What follows belongs to an exercise in optimizing a design on an open flow for small area; a production flow would make more cautious choices.
Function was checked by simulation only, so behaviour that the tests miss may differ from the original.
No activity file was given, so power comes from the tool's default toggle rates.

==> flow/config.mk <==
export PLATFORM = sky130hd
export DESIGN_NAME = voice_filter
export DESIGN_NICKNAME = voice_filter
export VERILOG_FILES = /design/flow/design.v
export SDC_FILE = /design/flow/constraint.sdc
export NUM_CORES = 4
export LEC_CHECK = 0
export CAP_MARGIN = 20
export CORE_MARGIN = 2
export CORE_UTILIZATION = 40
export SLEW_MARGIN = 20
export BUFFER_PORTS_ARGS = -buffer_cell sky130_fd_sc_hd__buf_1
export CTS_ARGS = -sink_clustering_enable -repair_clock_nets -dont_use_dummy_load -sink_clustering_size 12 -sink_clustering_max_diameter 100 -buf_list {sky130_fd_sc_hd__clkbuf_8}
==> flow/constraint.sdc <==
create_clock -name core_clock -period 22.0 [get_ports {clk}]
set_input_delay 4.4000 -clock core_clock [delete_from_list [all_inputs] [get_ports {clk}]]
set_output_delay 4.4000 -clock core_clock [all_outputs]
set_load 0.01 [all_outputs]
==> flow/design.v <==
module voice_filter (
    input  wire        clk,
    input  wire        rst,        
    input  wire        start,
    input  wire [31:0] x,
    input  wire        topo,       
    input  wire [1:0]  ftype,      
    input  wire [31:0] a0,
    input  wire [31:0] a1,
    input  wire [31:0] a2,
    input  wire [31:0] b1,
    input  wire [31:0] b2,
    input  wire [31:0] f1,
    input  wire [31:0] q,
    output reg         done,
    output wire [31:0] y
);
    reg [31:0] W0, W1, W2, W3, W4, W5;
    reg [2:0]  hs;
    reg        xsel, ysel;
    reg [5:0]  zf;
    reg [31:0] acc;                
    localparam [3:0] S_IDLE  = 4'd0,  S_MLOAD = 4'd1,  S_MIT   = 4'd2,
                     S_NORM  = 4'd3,  S_ROUND = 4'd4,  S_A0    = 4'd5,
                     S_SW1   = 4'd6,  S_SW2   = 4'd7,  S_A1    = 4'd8,
                     S_ALIGN = 4'd9,  S_LH    = 4'd10, S_WR    = 4'd11,
                     S_UPD0  = 4'd12, S_UPDX  = 4'd13;
    reg [3:0]  st;
    reg [3:0]  pc;                 
    reg [4:0]  cnt;                
    reg [2:0]  pend;               
    reg        swapped;
    reg [27:0] H;
    reg [26:0] L;
    reg signed [9:0] EH;
    reg        SH, SL;
    reg        nanF, infF;         
    localparam [1:0] K_MUL = 2'd0, K_ADD = 2'd1, K_LH = 2'd2;
    localparam [3:0] B_R = 4'd0, B_X = 4'd1, B_X1 = 4'd2, B_X2 = 4'd3,
                     B_Y1 = 4'd4, B_Y2 = 4'd5, B_LOW = 4'd6, B_BAND = 4'd7,
                     B_ACC = 4'd8, B_A0 = 4'd9, B_A1 = 4'd10, B_A2 = 4'd11,
                     B_B1 = 4'd12, B_B2 = 4'd13, B_F1 = 4'd14, B_Q = 4'd15;
    localparam [2:0] D_NONE = 3'd0, D_ACC = 3'd1, D_LOW = 3'd2,
                     D_BAND = 3'd3, D_Y1 = 3'd4;
    function [15:0] prog;
        input       tp;
        input [1:0] ft;
        input [3:0] p;
        begin
            prog = 16'd0;
            if (!tp) begin
                case (p)
                    4'd0: prog = {K_MUL, B_X,   B_A0, 2'b00, D_ACC,  1'b0};
                    4'd1: prog = {K_MUL, B_X1,  B_A1, 2'b00, D_NONE, 1'b0};
                    4'd2: prog = {K_ADD, B_ACC, B_A0, 2'b00, D_ACC,  1'b0};
                    4'd3: prog = {K_MUL, B_X2,  B_A2, 2'b00, D_NONE, 1'b0};
                    4'd4: prog = {K_ADD, B_ACC, B_A0, 2'b00, D_ACC,  1'b0};
                    4'd5: prog = {K_MUL, B_Y1,  B_B1, 2'b00, D_NONE, 1'b0};
                    4'd6: prog = {K_ADD, B_ACC, B_A0, 2'b01, D_ACC,  1'b0};
                    4'd7: prog = {K_MUL, B_Y2,  B_B2, 2'b00, D_NONE, 1'b0};
                    default: prog = {K_ADD, B_ACC, B_A0, 2'b01, D_Y1, 1'b1};
                endcase
            end else begin
                case (p)
                    4'd0: prog = {K_MUL, B_BAND, B_Q,  2'b00, D_ACC,  1'b0};
                    4'd1: prog = {K_MUL, B_BAND, B_F1, 2'b00, D_NONE, 1'b0};
                    4'd2: prog = {K_ADD, B_LOW,  B_A0, 2'b00, D_LOW,  1'b0};
                    4'd3: prog = {K_ADD, B_X,    B_A0, 2'b01, D_NONE, 1'b0};
                    4'd4: prog = {K_ADD, B_ACC,  B_A0, 2'b10, D_ACC,  1'b0};
                    4'd5: prog = {K_MUL, B_R,    B_F1, 2'b00, D_NONE, 1'b0};
                    4'd6: prog = {K_ADD, B_BAND, B_A0, 2'b00, D_BAND, ft == 2'd1};
                    default: prog = {K_LH, (ft == 2'd0) ? B_LOW : B_ACC, B_A0,
                                     2'b00, D_NONE, 1'b1};
                endcase
            end
        end
    endfunction
    wire [15:0] cur = prog(topo, ftype, pc);
    wire [15:0] nxt = prog(topo, ftype, pc + 4'd1);
    wire [1:0]  c_kind = cur[15:14];
    wire [3:0]  c_src  = cur[13:10];
    wire [3:0]  c_coef = cur[9:6];
    wire        c_negx = cur[5];
    wire        c_negy = cur[4];
    wire [2:0]  c_dest = cur[3:1];
    wire        c_last = cur[0];
    wire [3:0]  n_first = (nxt[15:14] == K_MUL) ? S_MLOAD :
                          (nxt[15:14] == K_ADD) ? S_A0 : S_LH;
    wire        e_ovf = !EH[9] && (EH[8:0] >= 9'd255);
    wire [31:0] R = nanF ? 32'h7FC00000 :
                    (infF || e_ovf) ? {SH, 8'hFF, 23'd0} :
                    {SH, H[26] ? EH[7:0] : 8'd0, H[25:3]};
    assign y = R;
    reg  [2:0] rslot;
    always @(*) begin
        case (c_src)
            B_X2:   rslot = {2'b00, xsel};
            B_X1:   rslot = {2'b00, !xsel};
            B_Y2:   rslot = {2'b01, ysel};
            B_Y1:   rslot = {2'b01, !ysel};
            B_LOW:  rslot = 3'd4;
            default: rslot = 3'd5;
        endcase
    end
    wire       src_ring = (c_src >= B_X1) && (c_src <= B_BAND);
    wire       rdy = !src_ring || (hs == rslot);
    wire       head_zero = zf[hs];
    reg  [10:0] sel;
    localparam  SL_R = 0, SL_X = 1, SL_RING = 2, SL_ACC = 3, SL_A0 = 4, SL_A1 = 5,
                SL_A2 = 6, SL_B1 = 7, SL_B2 = 8, SL_F1 = 9, SL_Q = 10;
    wire [31:0] bus =
        ({32{sel[SL_R]}}    & R)  |
        ({32{sel[SL_X]}}    & x)  |
        ({32{sel[SL_RING] && !head_zero}} & W0) |
        ({32{sel[SL_ACC]}}  & acc) |
        ({32{sel[SL_A0]}}   & a0) |
        ({32{sel[SL_A1]}}   & a1) |
        ({32{sel[SL_A2]}}   & a2) |
        ({32{sel[SL_B1]}}   & b1) |
        ({32{sel[SL_B2]}}   & b2) |
        ({32{sel[SL_F1]}}   & f1) |
        ({32{sel[SL_Q]}}    & q);
    wire [7:0]  be    = bus[30:23];
    wire [22:0] bf    = bus[22:0];
    wire        bden  = (be == 8'd0);
    wire [23:0] bm    = {!bden, bf};
    wire [7:0]  bex   = bden ? 8'd1 : be;
    wire        bzero = bden && (bf == 23'd0);
    wire        binf  = (be == 8'hFF) && (bf == 23'd0);
    wire        bnan  = (be == 8'hFF) && (bf != 23'd0);
    wire        eff_sub = SH ^ SL;
    wire        addmode = (st == S_A1) || (st == S_ALIGN);
    wire        stk     = H[0] | (|L);
    wire        rnd     = H[2] & (H[1] | stk | H[3]);
    wire [28:0] p1 = (st == S_MIT) ? (L[3] ? {2'b00, bm, 3'b000} : 29'd0) :
                     addmode ? (eff_sub ? {1'b1, ~{1'b0, L}} : {2'b00, L}) :
                     (st == S_ROUND) ? {25'd0, rnd, 3'b000} : 29'd0;
    wire [28:0] p2 = (st == S_MIT && L[4]) ? {1'b0, bm, 4'b0000} : 29'd0;
    wire [28:0] sum = {1'b0, H} + p1 + p2 + {28'd0, addmode & eff_sub};
    wire signed [9:0] s_dn = 10'sd1 - EH;             
    wire [7:0]  d_xh = bex - EH[7:0];
    wire [7:0]  d_hx = EH[7:0] - bex;
    wire        sx = bus[31] ^ c_negx;
    wire        sy = SH ^ c_negy;
    wire        y_zero = (H[26:3] == 24'd0);
    wire        yinf   = infF || e_ovf;      
    wire [2:0]  dslot = (st == S_UPDX) ? {2'b00, xsel} :
                        (st == S_UPD0) ? {2'b01, ysel} :
                        (c_dest == D_LOW) ? 3'd4 : 3'd5;
    wire        wr    = ((st == S_WR) || (st == S_UPD0) || (st == S_UPDX)) && (hs == dslot);
    wire [31:0] tail  = wr ? bus : W0;
    reg        e_useh, e_useb;
    reg signed [9:0] e_k;
    always @(*) begin
        e_useh = 1'b1; e_useb = 1'b0; e_k = 10'sd0;
        case (st)
            S_MLOAD: begin e_useh = 1'b0; e_useb = 1'b1; e_k = -10'sd126; end
            S_MIT:   begin e_useb = 1'b1; end
            S_NORM:  begin
                if (H[27] || (EH < 10'sd1 && s_dn < 10'sd2)) e_k = 10'sd1;
                else if (EH < 10'sd1) e_k = 10'sd2;
                else if ((H[26:19] == 8'd0) && (EH > 10'sd8)) e_k = -10'sd8;
                else e_k = -10'sd1;
            end
            S_ROUND: e_k = 10'sd1;
            default: begin e_useh = 1'b0; e_useb = 1'b1; end
        endcase
    end
    wire signed [9:0] eadd = (e_useh ? EH : 10'sd0) + (e_useb ? $signed({2'b00, bex}) : 10'sd0) + e_k;
    reg fin;
    always @(*) begin
        fin = 1'b0;
        case (st)
            S_MIT:   fin = (cnt == 5'd11) && (nanF || infF);
            S_ROUND: fin = 1'b1;
            S_A0:    fin = rdy && (bnan || nanF || binf || yinf || bzero || y_zero);
            S_LH:    fin = rdy;
            default: fin = 1'b0;
        endcase
    end
    reg [3:0] st_n, pc_n;
    reg       pc_inc, pc_zero;
    always @(*) begin
        st_n = st;
        pc_n = pc;
        pc_inc = 1'b0;
        pc_zero = 1'b0;
        if (fin && (c_dest == D_NONE || c_dest == D_ACC) && !c_last)
            begin pc_n = pc + 4'd1; pc_inc = 1'b1; end
        case (st)
            S_IDLE:  if (start) begin pc_n = 4'd0; pc_zero = 1'b1; st_n = S_MLOAD; end
            S_MLOAD: if (rdy) st_n = S_MIT;
            S_MIT:   if (cnt == 5'd11 && !(nanF || infF)) st_n = S_NORM;
            S_NORM:  if (!(n_r1a || n_und || n_left)) st_n = S_ROUND;
            S_A0:    if (a0go && !y_zero && !bzero)
                         st_n = ($signed({2'b00, bex}) > EH) ? S_SW1 : S_A1;
            S_SW1:   st_n = S_SW2;
            S_SW2:   if (rdy) st_n = S_A1;
            S_A1:    st_n = (eff_sub && (cnt == 5'd0) && !swapped && sum[28]) ? S_SW1 : S_ALIGN;
            S_ALIGN: if (al_add) st_n = S_NORM;
            S_WR:    if (hs == dslot) begin
                         if (c_last) st_n = S_IDLE;
                         else begin pc_n = pc + 4'd1; pc_inc = 1'b1; st_n = n_first; end
                     end
            S_UPDX:  if (hs == dslot) st_n = S_UPD0;
            S_UPD0:  if (hs == dslot) st_n = S_IDLE;
            default: ;
        endcase
        if (fin) begin
            if (c_dest == D_LOW || c_dest == D_BAND) st_n = S_WR;
            else if (c_dest == D_Y1)                 st_n = S_UPDX;
            else if (c_last)                         st_n = S_IDLE;
            else                                     st_n = n_first;
        end
        if (rst) st_n = S_IDLE;
    end
    wire [15:0] cur_n = pc_zero ? prog(topo, ftype, 4'd0) : pc_inc ? nxt : cur;
    wire [3:0]  bsel_n = (st_n == S_MIT) ? cur_n[9:6] :
                         (st_n == S_UPDX) ? B_X :
                         (st_n == S_SW1 || st_n == S_WR || st_n == S_UPD0) ? B_R : cur_n[13:10];
    always @(posedge clk) begin
        st  <= st_n;
        pc  <= pc_n;
        sel[SL_R]    <= (bsel_n == B_R);
        sel[SL_X]    <= (bsel_n == B_X);
        sel[SL_RING] <= (bsel_n >= B_X1) && (bsel_n <= B_BAND);
        sel[SL_ACC]  <= (bsel_n == B_ACC);
        sel[SL_A0]   <= (bsel_n == B_A0);
        sel[SL_A1]   <= (bsel_n == B_A1);
        sel[SL_A2]   <= (bsel_n == B_A2);
        sel[SL_B1]   <= (bsel_n == B_B1);
        sel[SL_B2]   <= (bsel_n == B_B2);
        sel[SL_F1]   <= (bsel_n == B_F1);
        sel[SL_Q]    <= (bsel_n == B_Q);
    end
    wire norm   = (st == S_NORM);
    wire n_r1a  = norm && H[27];
    wire n_und  = norm && !H[27] && (EH < 10'sd1);
    wire n_col  = n_und && (s_dn >= 10'sd25);
    wire n_r2   = n_und && !(s_dn >= 10'sd25) && (s_dn >= 10'sd2);
    wire n_r1b  = n_und && (s_dn < 10'sd2);
    wire n_left = norm && !H[27] && !(EH < 10'sd1) && !H[26] && (H != 28'd0) && (EH > 10'sd1);
    wire n_l8   = n_left && (H[26:19] == 8'd0) && (EH > 10'sd8);
    wire n_l1   = n_left && !((H[26:19] == 8'd0) && (EH > 10'sd8));
    wire a0go   = (st == S_A0) && rdy && !(bnan || nanF) && !(binf || yinf);
    wire a0_ld  = a0go && y_zero && !bzero;
    wire a0_nrm = a0go && !y_zero && !bzero && !($signed({2'b00, bex}) > EH);
    wire al     = (st == S_ALIGN);
    wire al_col = al && (cnt >= 5'd26);
    wire al_r2  = al && (cnt < 5'd26) && (cnt >= 5'd2);
    wire al_r1  = al && (cnt == 5'd1);
    wire al_add = al && (cnt == 5'd0);
    wire rnd_c  = (st == S_ROUND) && sum[27];
    wire h_clr = ((st == S_MLOAD) && rdy) || n_col;
    wire h_s2  = (st == S_MIT) || n_r2;
    wire h_r1  = n_r1a || n_r1b;
    wire h_ld  = a0_ld || ((st == S_SW2) && rdy) || ((st == S_LH) && rdy);
    wire h_sum = al_add;
    wire h_rnd = (st == S_ROUND) && !sum[27];
    wire h_en  = h_clr || h_s2 || h_r1 || n_l8 || n_l1 || h_ld || h_sum || h_rnd || rnd_c;
    wire [27:0] H_n =
        ({28{h_s2}}  & {1'b0, sum[28:2]}) |
        ({28{h_r1}}  & {1'b0, H[27:1]}) |
        ({28{n_l8}}  & {H[19:0], L[26:19]}) |
        ({28{n_l1}}  & {H[26:0], L[26]}) |
        ({28{h_ld}}  & {1'b0, bm, 3'b000}) |
        ({28{h_sum}} & sum[27:0]) |
        ({28{h_rnd}} & {sum[27:3], 3'b000}) |
        ({28{rnd_c}} & 28'h4000000);
    wire l_ld  = ((st == S_MLOAD) && rdy) || a0_nrm || (st == S_SW1);
    wire l_m   = (st == S_MIT);
    wire l_r2  = n_r2 || al_r2;
    wire l_r1  = n_r1a || n_r1b || al_r1;
    wire l_clr = n_col || (st == S_ROUND) || al_add;
    wire l_en  = l_ld || l_m || l_r2 || l_r1 || n_l8 || n_l1 || l_clr || al_col;
    wire [26:0] L_n =
        ({27{l_ld}}   & {bm, 3'b000}) |
        ({27{l_m}}    & {H[1:0], L[26:5], 3'b000}) |
        ({27{l_r2}}   & {H[1:0], L[26:5], L[4], L[3], |L[2:0]}) |
        ({27{l_r1}}   & {H[0], L[26:2], L[1] | L[0]}) |
        ({27{n_l8}}   & {L[18:0], 8'd0}) |
        ({27{n_l1}}   & {L[25:0], 1'b0}) |
        ({27{al_col}} & {26'd0, |L});
    always @(posedge clk) begin
        if (h_en) H <= H_n;
        if (l_en) L <= L_n;
    end
    always @(posedge clk) begin
        W0 <= W1; W1 <= W2; W2 <= W3; W3 <= W4; W4 <= W5;
        W5 <= tail;
        hs <= (rst || hs >= 3'd5) ? 3'd0 : hs + 3'd1;
        if (rst) begin
            zf   <= 6'b111111;
            xsel <= 1'b0;
            ysel <= 1'b0;
        end else begin
            if (wr)
                zf[hs] <= 1'b0;
            if (wr && (st == S_UPDX))
                xsel <= !xsel;
            if (wr && (st == S_UPD0))
                ysel <= !ysel;
        end
        if (pend == D_ACC)  acc <= R;
        if (rst) begin
            pend <= D_NONE;
            done <= 1'b0;
        end else begin
            done <= 1'b0;
            pend <= D_NONE;
            if (fin && (c_dest == D_ACC))
                pend <= D_ACC;
            case (st)
                S_IDLE: if (start) begin
                end
                S_MLOAD: if (rdy) begin
                    SL  <= bus[31];
                    nanF <= bnan;    
                    infF <= binf;    
                    EH  <= eadd;
                    cnt <= 5'd0;
                end
                S_MIT: begin
                    if (cnt == 5'd0) begin
                        EH   <= eadd;
                        SH   <= SL ^ bus[31];
                        nanF <= nanF || bnan || (infF && bzero) || (binf && !(|L));
                        infF <= infF || binf;
                    end
                    cnt <= cnt + 5'd1;
                end
                S_NORM: begin
                    if (H[27]) begin
                        EH <= eadd;
                    end else if (EH < 10'sd1) begin
                        if (s_dn >= 10'sd25) begin
                            EH <= 10'sd1;
                        end else if (s_dn >= 10'sd2) begin
                            EH <= eadd;
                        end else begin
                            EH <= eadd;
                        end
                    end else if (!H[26] && (H != 28'd0) && (EH > 10'sd1)) begin
                        if ((H[26:19] == 8'd0) && (EH > 10'sd8)) begin
                            EH <= eadd;
                        end else begin
                            EH <= eadd;
                        end
                    end else begin
                    end
                end
                S_ROUND: begin
                    if (sum[27]) begin
                        EH <= eadd;
                    end else begin
                    end
                end
                S_A0: if (rdy) begin
                    nanF <= bnan || nanF || (binf && yinf && (sx != sy));
                    infF <= binf || yinf;
                    SH   <= sy;
                    if (!(bnan || nanF)) begin
                        if (binf || yinf) begin
                            SH <= binf ? sx : sy;
                        end else if (y_zero && bzero) begin
                            SH <= sx & sy;
                        end else if (y_zero) begin
                            EH <= eadd;
                            SH <= sx;
                        end else if (bzero) begin
                            SH <= sy;
                        end else if ($signed({2'b00, bex}) > EH) begin
                            swapped <= 1'b1;
                        end else begin
                            cnt <= (d_hx >= 8'd26) ? 5'd26 : d_hx[4:0];
                            SL <= sx;
                            swapped <= 1'b0;
                        end
                    end
                end
                S_SW1: begin
                    SL <= bus[31];
                end
                S_SW2: if (rdy) begin
                    EH <= eadd;
                    SH <= sx;
                    cnt <= (d_xh >= 8'd26) ? 5'd26 : d_xh[4:0];
                end
                S_A1: begin
                    if (eff_sub && (cnt == 5'd0) && !swapped && sum[28]) begin
                        swapped <= 1'b1;
                    end else begin
                    end
                end
                S_ALIGN: begin
                    if (cnt >= 5'd26) begin
                        cnt <= 5'd0;
                    end else if (cnt >= 5'd2) begin
                        cnt <= cnt - 5'd2;
                    end else if (cnt == 5'd1) begin
                        cnt <= 5'd0;
                    end else begin
                        if (sum[27:0] == 28'd0) SH <= 1'b0;
                    end
                end
                S_LH: if (rdy) begin
                    EH   <= eadd;
                    SH   <= bus[31];
                    nanF <= bnan;
                    infF <= binf;
                end
                S_WR: if (hs == dslot && c_last) done <= 1'b1;
                S_UPD0: if (hs == dslot) begin
                    done <= 1'b1;
                end
                default: ;
            endcase
            if (fin && c_last && (c_dest != D_LOW) && (c_dest != D_BAND) && (c_dest != D_Y1))
                done <= 1'b1;
        end
    end
endmodule
==> flow/flow/run.sh <==
#!/bin/bash
# The standard layout (the standard.sh, standard synthesis included),
# with two changes: the buffer that placement puts on every input and output
# port is sky130_fd_sc_hd__buf_1, and clock tree synthesis adds no dummy
# loads, and its sink clusters and buffers are set below.
set -euo pipefail
cd "$(dirname "$0")/.."
cat >> config.mk <<'MK'
export BUFFER_PORTS_ARGS = -buffer_cell sky130_fd_sc_hd__buf_1
export CTS_ARGS = -sink_clustering_enable -repair_clock_nets -dont_use_dummy_load -sink_clustering_size 12 -sink_clustering_max_diameter 100 -buf_list {sky130_fd_sc_hd__clkbuf_8}
MK
bash standard.sh finish > standard_flow.log 2>&1
==> flow/standard.sh <==
#!/bin/bash
# synth_recipe.tcl (not shown) runs the flow's synth.tcl, then flattens the netlist and writes it again
# the make line also repeats each setting of config.mk as NAME=value (left out here)
make -C /OpenROAD-flow-scripts/flow DESIGN_CONFIG=/design/flow/config.mk WORK_HOME=/design/flow/orfs CLKGATE_MAP_FILE= SYNTH_SCRIPT=/design/flow/synth_recipe.tcl "${@:-finish}"
==> run_results.csv, run 1 <==
group,metric,value,unit
run_status,status,"complete, no violations",
die,placementRows,80,
run,maxCapViolCount,0,
hold_path,min_path_cells,0,
critical_path,endpoint_kind,"flop",
timing,fin_worst_skew,57.1,ps
critical_path,ff2ff_path_depth,26,
synth,yosysWarnings,1,
timing,finalMaxSlewViolations,0,
critical_path,rrSetupSlack,14210,ps
critical_path,arrival,11050,ps
detailed_routing,wl,75.3,mm
critical_path,cp_max_fo,10,
synth,synth_nets,2471,
global_route,grt_usage,0.291,
timing,slew_headroom,0.333,
die,initial_core_util,0.407,
detailed_routing,routed_via_density,6.30,
layout,nNetsFinal,2713,
clock_tree,cts.reportedPaths.clkPinSlew,80,ps
detailed_routing,drt-initial-drc-count,2353,
timing,fin_crit_sh,0.479,
layout,seqCellArea,7840,sq um
critical_path,cp.required,22510,ps
synth,synth_edf_count,107,
layout,drive_above_1_share,0.0582,
synth,ys_types,94,
detailed_routing,first_pass_iters,10,
layout,multi_input_area,10700,sq um
place,hpwl,56.0,mm
clock_tree,clk_latency,620,ps
die,pin_count,295,
clock_tree,ctsHoldBuffers,0,
timing,worst_pin_slew,1000,ps
timing,finalHoldViolations,0,
synth,netlist_area,19500,sq um
hold_path,min_to,"W4[16]",
layout,syn_to_final_growth,11.2,%
place,routabilityCongestion,0.943,
global_route,grt_start_max_net_pins,54,
clock_tree,cts_tree,"built",
power_and_ir_drop,power_density,130,nW/um^2
global_route,antenna_found_initial,4,
critical_path,crit_path_start_kind,"input port",
global_route,grt_pass1_vias,17800,
power_and_ir_drop,peakVddDrop,47.1,uV
synth,ys_ff_latch,338,
detailed_routing,drcViolationCount,0,
hold_path,hold_path.class,"reg2reg",
critical_path,worstSetupPathType,"in2reg",
critical_path,rr_endpoint,"sel[8]",
clock_tree,numCtsBuffers,35,
timing,fmaxAchievable,0.0949,GHz
synth,syn_avg_cell_area,9.29,sq um
die,die_w,225,um
global_route,grt_pass1_wl,111,mm
timing,rsz0062_at_grt,"no",
synth,synthArstFlopShare,0,
place,dpl-instance-area,21200,sq um
timing,tns,0,ps
critical_path,r2r_start,"EH[1]",
clock_tree,cts_buffer_depth,3,
detailed_routing,wire_per_inst,25.5,um
clock_tree,cts_setup_buffers,0,
detailed_routing,num_vias,18600,
power_and_ir_drop,p_leak,0.00836,uW
timing,setup_viol,0,
synth,seq_area_frac_synth,0.402,
power_and_ir_drop,p_total,2820,uW
clock_tree,cts_resized,0,
global_route,overflow,0,
die,die_h,225,um
hold_path,min_from,"W5[16]",
synth,synth_flop_cell,"dfxtp_1",
layout,final_area,21700,sq um
clock_tree,clock-sinks,338,
place,port_buffers,294,
die,dieArea,50500,sq um
timing,worst_slack,11460,ps
clock_tree,cts.htree.levels,2,
place,pre_cts_ws,10750,ps
synth,syn_inst,2097,
timing,finalCriticalPeriod,10540,ps
detailed_routing,antenna_left,0,
die,core,47900,sq um
layout,nFillCells,4737,
clock_tree,cts-root-buf,"clkbuf_8",
[cells in the mapped netlist (all sizes together) (34+ instances only)]
library cell / number / area, sq um
dfxtp: 231 / 4620
nor3: 42 / 226
a222oi: 83 / 831
clkbuf: 94 / 353
o21ai: 115 / 579
edfxtp: 107 / 3210
nand2: 201 / 757
a22oi: 58 / 435
inv: 144 / 541
nand3: 87 / 435
a221oi: 40 / 369
fa: 37 / 741
ha: 75 / 938
nor2: 118 / 443
a21oi: 98 / 509
a221o: 36 / 362
xor2: 52 / 455
a22o: 34 / 298
[worst max-delay path, cell delays in order]
cell	delay (ps)
buf_1	70
a22o_1	220
a221oi_1	210
nand3_1	190
a221oi_1	710
o221ai_1	240
o21ai_0	130
nand2_1	80
ha_1	270
ha_1	350
o21ai_0	130
o21a_1	210
o21ai_0	350
a311oi_1	270
o21a_1	290
o31ai_1	640
xor2_1	200
a32oi_1	320
nor4b_1	370
a211o_1	220
a21oi_2	90
or3_1	380
o21ai_1	80
a221o_1	370
nor3b_1	240
[sequential cells by signal, summed over array words and instances, names as in the netlist, 5 cells and up, named ones only]
name and flops:
EH 10, H 28, L 27, W0 32, W1 32, W2 32
W3 32, W4 32, W5 32, acc 32, cnt 5, sel 11
zf 6
[metrics by stage]
stage	instances	util	hold WS [ps]
global placement	2917	0.442	310
global route	2955	0.452	304
floorplan	2097	-	310
finish	2955	0.452	305
CTS	2952	0.452	303
detailed placement	2917	0.442	312
[cell families after synthesis]
logic type | synth area share
DFF | 0.402
xor gates and xnor gates | 0.0377
adders and majority gates | 0.0861
muxes | 0.0182
buffers and inverters | 0.0535
and+or+nand+nor | 0.161
AOI/OAI and AO/OA | 0.241
[worst max-delay path by stage]
stage | startpoint | endpoint | slack (ps) | depth (start not counted)
after global placement | a1[0] | sel[0] | 11100 | 24
after global routing | a1[0] | sel[6] | 10960 | 25
after CTS | a1[0] | sel[0] | 11330 | 24
final | a1[0] | sel[8] | 11460 | 25
after floorplan | a0[5] | sel[10] | 12510 | 23
after detailed placement | a1[0] | sel[0] | 10750 | 24
[cells in the final DEF, fill, tap and decap left out, drive strengths merged, types with 16 or more instances in the layout]
cell / count
a21o: 22
a21oi: 98
a221o: 36
a221oi: 40
a222oi: 83
a22o: 34
a22oi: 58
and3: 32
buf: 327
clkbuf: 35
dfxtp: 231
edfxtp: 107
fa: 37
ha: 75
inv: 144
mux2: 25
nand2: 201
nand2b: 29
nand3: 87
nor2: 118
nor2b: 23
nor3: 42
nor4: 23
o21ai: 115
o22ai: 16
xnor2: 32
xor2: 52
[layout make-up]
cell class | instances | share of cell area
Tap cell | 615 | 0.0355
Timing Repair Buffer | 327 | 0.0623
Antenna cell | 3 | 0.000346
Multi-Input combinational cell | 1492 | 0.493
Sequential cell | 338 | 0.362
Clock buffer | 35 | 0.0222
Inverter | 145 | 0.0251
[routing by layer]
layer	up-vias	track usage	routed length, um
met5	-	0	13
met4	2	0.154	3990
met3	180	0.0462	6780
met2	1053	0.442	32200
met1	9029	0.397	32200
li1	8349	-	-
[where the power goes]
group	internal, uW	switching, uW	total [uW]
combinational	506	997	1500
sequential	778	187	965
clock	143	213	355
total	1430	1400	2820
==> run 2: changes to the inputs <==
--- a/flow/flow/run.sh
+++ b/flow/flow/run.sh
@@ -8,5 +8,5 @@
 cat >> config.mk <<'MK'
 export BUFFER_PORTS_ARGS = -buffer_cell sky130_fd_sc_hd__buf_1
-export CTS_ARGS = -sink_clustering_enable -repair_clock_nets -dont_use_dummy_load -sink_clustering_size 12 -sink_clustering_max_diameter 100 -buf_list {sky130_fd_sc_hd__clkbuf_8}
+export CTS_ARGS = -sink_clustering_enable -repair_clock_nets -dont_use_dummy_load -sink_clustering_size 10 -sink_clustering_max_diameter 130 -buf_list {sky130_fd_sc_hd__clkbuf_8}
 MK
 bash standard.sh finish > standard_flow.log 2>&1
--- a/flow/config.mk
+++ b/flow/config.mk
@@ -11,3 +11,3 @@
 export SLEW_MARGIN = 20
 export BUFFER_PORTS_ARGS = -buffer_cell sky130_fd_sc_hd__buf_1
-export CTS_ARGS = -sink_clustering_enable -repair_clock_nets -dont_use_dummy_load -sink_clustering_size 12 -sink_clustering_max_diameter 100 -buf_list {sky130_fd_sc_hd__clkbuf_8}
+export CTS_ARGS = -sink_clustering_enable -repair_clock_nets -dont_use_dummy_load -sink_clustering_size 10 -sink_clustering_max_diameter 130 -buf_list {sky130_fd_sc_hd__clkbuf_8}
==> run_results.csv, run 2 <==
group,metric,value,unit
run_status,status,"complete, no violations",
critical_path,ff2ff_path_depth,26,
place,routabilityCongestion,0.943,
detailed_routing,drt-initial-drc-count,2238,
global_route,grt_usage,0.292,
timing,fmaxAchievable,0.0950,GHz
clock_tree,cts_resized,0,
timing,setup_viol,0,
synth,synth.most_common_cell,"dfxtp_1",
die,placementRows,80,
timing,slew_headroom,0.315,
detailed_routing,antenna_left,0,
clock_tree,clk_latency,630,ps
place,dpl-instance-area,21200,sq um
timing,rsz0062_at_grt,"no",
die,die_w,225,um
timing,fin_crit_sh,0.479,
detailed_routing,wl,75.4,mm
timing,tns,0,ps
die,pin_count,295,
synth,synth_flop_cell,"dfxtp_1",
die,die_h,225,um
critical_path,rrSetupSlack,14220,ps
global_route,grt_pass1_wl,112,mm
timing,finalCriticalPeriod,10530,ps
layout,drive_above_1_share,0.0598,
run,maxCapViolCount,0,
synth,ys_types,94,
power_and_ir_drop,p_total,2840,uW
synth,synth_top_area_cell,"dfxtp_1",
synth,seq_area_frac_synth,0.402,
layout,nNetsFinal,2717,
clock_tree,cts.htree.levels,2,
critical_path,arrival,11030,ps
place,port_buffers,294,
die,dieArea,50500,sq um
global_route,antenna_found_initial,4,
hold_path,min_to,"W3[7]",
synth,syn_avg_cell_area,9.29,sq um
detailed_routing,wire_per_inst,25.5,um
synth,synth_nets,2471,
synth,ys_ff_latch,338,
clock_tree,numCtsBuffers,39,
layout,syn_to_final_growth,11.5,%
power_and_ir_drop,power_density,131,nW/um^2
synth,syn_inst,2097,
global_route,met3_usage,0.0462,
critical_path,cp_max_fo,10,
synth,synth_common_cells,"dfxtp_1, nand2_1, inv_1",
timing,finalHoldViolations,0,
layout,final_common_cell,"buf_1",
global_route,top_usage_layer,"met2",
global_route,overflow,0,
global_route,grtUsageMet1,0.398,
detailed_routing,drcViolationCount,0,
place,dpl.cell_count,2917,
global_route,grt_start_max_net_pins,54,
synth,yosysWarnings,1,
timing,finalMaxSlewViolations,0,
synth,netlist.area_leader.share,0.237,
synth,synth.area.top_cells,"dfxtp_1, edfxtp_1, ha_1",
global_route,gr-usage-met2,0.444,
critical_path,cp.required,22500,ps
critical_path,crit_path_start_kind,"input port",
layout,layout_common_cells,"buf_1, dfxtp_1, nand2_1",
clock_tree,clock-sinks,338,
place,hpwl,56.0,mm
detailed_routing,routed_via_density,6.33,
clock_tree,cts_tree,"built",
layout,final_cells,2958,
timing,whs,314,ps
clock_tree,cts_buffer_depth,3,
hold_path,hold_path.class,"reg2reg",
hold_path,min_path_cells,0,
critical_path,endpoint_kind,"flop",
power_and_ir_drop,peakVddDrop,47.1,uV
detailed_routing,num_vias,18700,
layout,final_area,21700,sq um
clock_tree,cts_setup_buffers,0,
hold_path,min_from,"W4[7]",
clock_tree,cts-root-buf,"clkbuf_8",
global_route,grt_pass1_vias,17900,
synth,synthArstFlopShare,0,
die,initial_core_util,0.407,
detailed_routing,first_pass_iters,10,
critical_path,rr_endpoint,"sel[8]",
critical_path,worstSetupPathType,"in2reg",
synth,synth_edf_count,107,
synth,netlist_area,19500,sq um
clock_tree,ctsHoldBuffers,0,
power_and_ir_drop,p_leak,0.00839,uW
clock_tree,cts.reportedPaths.clkPinSlew,80,ps
timing,worst_pin_slew,1030,ps
die,core,47900,sq um
critical_path,r2r_start,"EH[1]",
timing,fin_worst_skew,50.7,ps
[run 2: cell counts after synthesis]
Identical to the previous run, type by type.
[run 2: metal layers]
layer,vias to the layer above,share of wire
met5,-,0.00017
met4,2,0.056
met1,9119,0.42
met2,1059,0.43
met3,176,0.090
li1,8363,-
[run 2: cells by family (layout without fill, tap and decap cells)]
family                     Yosys count  after routing  synth area share
xor gates and xnor gates            84             84            0.0377
adders and majority gates          112            112            0.0861
and+or+nand+nor                    634            634             0.161
AOI/OAI and AO/OA                  631            631             0.241
other                                0              2                 0
DFF                                338            338             0.402
muxes                               31             31            0.0182
buffers and inverters              267            511            0.0535
[run 2: worst max path at each step]
stage / start / end / cells after the start
2_1_floorplan: a0[5] / sel[10] / 23
3_3_place_gp: a1[0] / sel[0] / 24
3_5_place_dp: a1[0] / sel[0] / 24
4_1_cts: a1[0] / sel[0] / 24
5_1_grt: a1[0] / sel[6] / 25
6_report: q[0] / sel[8] / 24
[run 2: area by class of cell]
class                           count  area [sq um]
Multi-Input combinational cell   1492         10700
Sequential cell                   338          7840
Tap cell                          615           769
Clock buffer                       39           537
Fill cell                        4730         26200
Inverter                          145           544
Timing Repair Buffer              327          1350
Antenna cell                        2          5.00
[run 2: critical path, cell delays in order]
cell and delay (ps):
buf_1 210, a221oi_1 290, nand3_1 200, a221oi_1 690
o221ai_1 250, o21ai_0 140, nand2_1 80, ha_1 280
ha_1 350, o21ai_0 130, o21a_1 220, o21ai_0 340
a311oi_1 270, o21a_1 290, o31ai_1 640, xor2_1 200
a32oi_1 320, nor4b_1 370, a211o_1 220, a21oi_2 90
or3_1 380, o21ai_1 80, a221o_1 360, nor3b_1 240
[run 2: where the power goes]
| part | switching [uW] | total, uW | internal, uW |
|---|---|---|---|
| Combinational | 996 | 1500 | 506 |
| Clock | 218 | 376 | 158 |
| Sequential | 187 | 966 | 778 |
[run 2: per-stage QoR]
stage / utilization / worst slack, ps
after global placement: 0.442 / 11100
final: 0.453 / 11470
after detailed placement: 0.442 / 10750
after floorplan: - / 12510
after global routing: 0.453 / 10950
after CTS: 0.453 / 11320
==> run 3: changes to the inputs <==
--- a/flow/flow/run.sh
+++ b/flow/flow/run.sh
@@ -8,5 +8,5 @@
 cat >> config.mk <<'MK'
 export BUFFER_PORTS_ARGS = -buffer_cell sky130_fd_sc_hd__buf_1
-export CTS_ARGS = -sink_clustering_enable -repair_clock_nets -dont_use_dummy_load -sink_clustering_size 10 -sink_clustering_max_diameter 130 -buf_list {sky130_fd_sc_hd__clkbuf_8}
+export CTS_ARGS = -sink_clustering_enable -repair_clock_nets -dont_use_dummy_load -sink_clustering_size 16 -sink_clustering_max_diameter 120 -buf_list {sky130_fd_sc_hd__clkbuf_16}
 MK
 bash standard.sh finish > standard_flow.log 2>&1
--- a/flow/config.mk
+++ b/flow/config.mk
@@ -11,3 +11,3 @@
 export SLEW_MARGIN = 20
 export BUFFER_PORTS_ARGS = -buffer_cell sky130_fd_sc_hd__buf_1
-export CTS_ARGS = -sink_clustering_enable -repair_clock_nets -dont_use_dummy_load -sink_clustering_size 10 -sink_clustering_max_diameter 130 -buf_list {sky130_fd_sc_hd__clkbuf_8}
+export CTS_ARGS = -sink_clustering_enable -repair_clock_nets -dont_use_dummy_load -sink_clustering_size 16 -sink_clustering_max_diameter 120 -buf_list {sky130_fd_sc_hd__clkbuf_16}
==> run_results.csv, run 3 <==
group,metric,value,unit
die,pin_count,295,
global_route,overflow,0,
synth,synth_edf_count,107,
hold_path,min_from,"W2[31]",
timing,finalCriticalPeriod,10580,ps
critical_path,cp.required,22470,ps
timing,fin_crit_sh,0.481,
layout,syn_to_final_growth,11.9,%
synth,seq_area_frac_synth,0.402,
synth,synth_nets,2471,
die,die_h,225,um
critical_path,crit_path_start_kind,"input port",
global_route,grt_usage,0.289,
critical_path,worstSetupPathType,"in2reg",
power_and_ir_drop,peakVddDrop,65.6,uV
clock_tree,numCtsBuffers,25,
synth,synth.area.top_cells,"dfxtp_1, edfxtp_1, ha_1",
clock_tree,cts_resized,0,
die,die_w,225,um
timing,slew_headroom,0.303,
synth,synth_common_cells,"dfxtp_1, nand2_1, inv_1",
clock_tree,cts_buffer_depth,3,
power_and_ir_drop,power_density,132,nW/um^2
place,port_buffers,294,
hold_path,min_to,"W1[31]",
synth,synth_top_area_cell,"dfxtp_1",
clock_tree,ctsHoldBuffers,0,
global_route,antenna_found_initial,3,
die,core,47900,sq um
critical_path,r2r_start,"EH[1]",
global_route,grt_pass1_vias,17800,
clock_tree,cts.reportedPaths.clkPinSlew,80,ps
global_route,grt_pass1_wl,111,mm
layout,final_common_cell,"buf_1",
run_status,status,"complete, no violations",
timing,finalHoldViolations,0,
layout,layout_common_cells,"buf_1, dfxtp_1, nand2_1",
power_and_ir_drop,p_seq_frac,0.335,
synth,ys_ff_latch,338,
power_and_ir_drop,switching_power,1400,uW
power_and_ir_drop,swShare,0.485,
timing,setup_viol,0,
critical_path,rrSetupSlack,14200,ps
timing,rsz0062_at_grt,"no",
layout,drive_above_1_share,0.0541,
detailed_routing,wire_per_inst,25.5,um
timing,tns,0,ps
synth,yosysWarnings,1,
clock_tree,cts_tree,"built",
timing,worst_pin_slew,1050,ps
critical_path,cp_max_fo,10,
power_and_ir_drop,power_frac_comb,0.521,
detailed_routing,drcViolationCount,0,
synth,synth.most_common_cell,"dfxtp_1",
timing,fin_worst_skew,61.4,ps
clock_tree,cts-root-buf,"clkbuf_16",
hold_path,hold_path.class,"reg2reg",
timing,finalMaxSlewViolations,0,
detailed_routing,antenna_left,0,
critical_path,endpoint_kind,"flop",
hold_path,min_path_cells,0,
synth,syn_avg_cell_area,9.29,sq um
detailed_routing,first_pass_iters,9,
synth,netlist_area,19500,sq um
synth,syn_inst,2097,
clock_tree,cts.htree.levels,1,
power_and_ir_drop,p_clk_frac,0.144,
detailed_routing,wl,75.0,mm
clock_tree,clk_latency,580,ps
global_route,grt_start_max_net_pins,54,
die,dieArea,50500,sq um
power_and_ir_drop,p_int,1480,uW
layout,nNetsFinal,2703,
critical_path,arrival,11050,ps
die,placementRows,80,
synth,netlist.area_leader.share,0.237,
detailed_routing,num_vias,18500,
synth,synth_flop_cell,"dfxtp_1",
die,initial_core_util,0.407,
critical_path,rr_endpoint,"sel[8]",
timing,fmaxAchievable,0.0945,GHz
critical_path,cp-startpoint,"q[0]",
power_and_ir_drop,p_leak,0.00842,uW
place,hpwl,56.0,mm
clock_tree,clock-sinks,338,
detailed_routing,routed_via_density,6.30,
synth,synthArstFlopShare,0,
timing,whs,319,ps
critical_path,ff2ff_path_depth,26,
synth,ys_types,94,
clock_tree,cts_setup_buffers,0,
run,maxCapViolCount,0,
detailed_routing,drt-initial-drc-count,2272,
place,routabilityCongestion,0.943,
-- run 3: cell count changes in the layout (fill, tap and decap cells not counted) --
cell / before / now
clkbuf_8: 39 / 0
diode_2: 2 / 1
clkbuf_16: 0 / 25
-- run 3: layer usage --
metal / GRT usage / vias up / wire [um] / share of wire
met5: 0 / - / 13 / 0.00017
met4: 0.148 / 2 / 4130 / 0.055
met3: 0.0492 / 175 / 6660 / 0.089
met2: 0.440 / 1019 / 32100 / 0.43
met1: 0.395 / 9000 / 32200 / 0.43
li1: - / 8331 / - / -
-- run 3: layout make-up --
cell class              instances  area (sq um)
well taps                     615           769
multi-input cells            1492         10700
flip-flops and latches        338          7840
clock buffers                  25           626
diodes                          1          2.50
inverters                     145           544
fillers                      4707         26100
repair buffers                327          1350
-- run 3: how the worst max path moves through the flow --
| stage | to | slack, ps | depth (start not counted) |
|---|---|---|---|
| 4_1_cts | sel[0] | 11290 | 24 |
| 6_report | sel[8] | 11420 | 24 |
| 5_1_grt | sel[6] | 10930 | 25 |
| 3_3_place_gp | sel[0] | 11100 | 24 |
| 3_5_place_dp | sel[0] | 10750 | 24 |
| 2_1_floorplan | sel[10] | 12510 | 23 |
-- run 3: logic make-up after synthesis --
family / count (synthesis) / synth area share
compound gates: 631 / 0.241
xor+xnor: 84 / 0.0377
fa+ha+maj: 112 / 0.0861
buf+inv: 267 / 0.0535
flops: 338 / 0.402
mux: 31 / 0.0182
simple gates: 634 / 0.161
-- run 3: power by group through the flow --
stage | Combinational (uW) | Sequential (uW) | Clock [uW]
floorplan | 1010 | 874 | 0
global placement | 1440 | 974 | 0
detailed placement | 1460 | 974 | 0
CTS | 1470 | 960 | 425
global route | 1640 | 976 | 446
finish | 1500 | 966 | 414
-- run 3: through the flow --
stage / setup slack [ps] / util / total power (uW) / instances / cell area [sq um]
global route: 10930 / 0.455 / 3060 / 2943 / 21800
floorplan: 12510 / - / 1890 / 2097 / 19500
CTS: 11290 / 0.455 / 2850 / 2942 / 21800
finish: 11420 / 0.455 / 2880 / 2943 / 21800
global placement: 11100 / 0.442 / 2410 / 2917 / 21200
detailed placement: 10750 / 0.442 / 2430 / 2917 / 21200
-- run 3: critical path, stage by stage --
cell and delay (ps):
buf_1 200, a221oi_1 290, nand3_1 200, a221oi_1 700, o221ai_1 230, o21ai_0 130
nand2_1 80, ha_1 280, ha_1 350, o21ai_0 130, o21a_1 210, o21ai_0 340
a311oi_1 280, o21a_1 290, o31ai_1 650, xor2_1 190, a32oi_1 330, nor4b_1 370
a211o_1 220, a21oi_2 90, or3_1 380, o21ai_1 80, a221o_1 360, nor3b_1 240

-- port drivers added, routing unchanged --
How much do the figures lean on ideal ports? The routed layouts below were timed once more, with nothing changed but the port constraints. Step 1 sets driving cells, clkbuf_16 on the clock port and buf_2 on the other inputs (assumed; they add their load-dependent delay and slew). Step 2 adds t to the input delays and takes it off the output delays; t is the mean of the earliest and latest rising clock arrival at the registers after step 1. Input paths then give back, and output paths get back, about the clock's delay inside the block. Three values: ideal ports, drivers, drivers and shift; two values: the first two.
| run | shift t [ns] | setup WS [ns] | worst setup path after step 2 | worst register clock-pin slew, ns |
|---|---|---|---|---|
| run 1 | 0.641 | 11.458 / 11.489 / 10.849 | input to register | 0.12 / 0.12 |
| run 2 | 0.653 | 11.472 / 11.498 / 10.845 | input to register | 0.10 / 0.10 |
| run 3 | 0.605 | 11.422 / 11.454 / 10.849 | input to register | 0.09 / 0.09 |
After both steps every run listed still meets setup and hold. The setup slack of run 2, which loses most, moves by +0.026 ns with the drivers and by -0.627 ns with both steps.
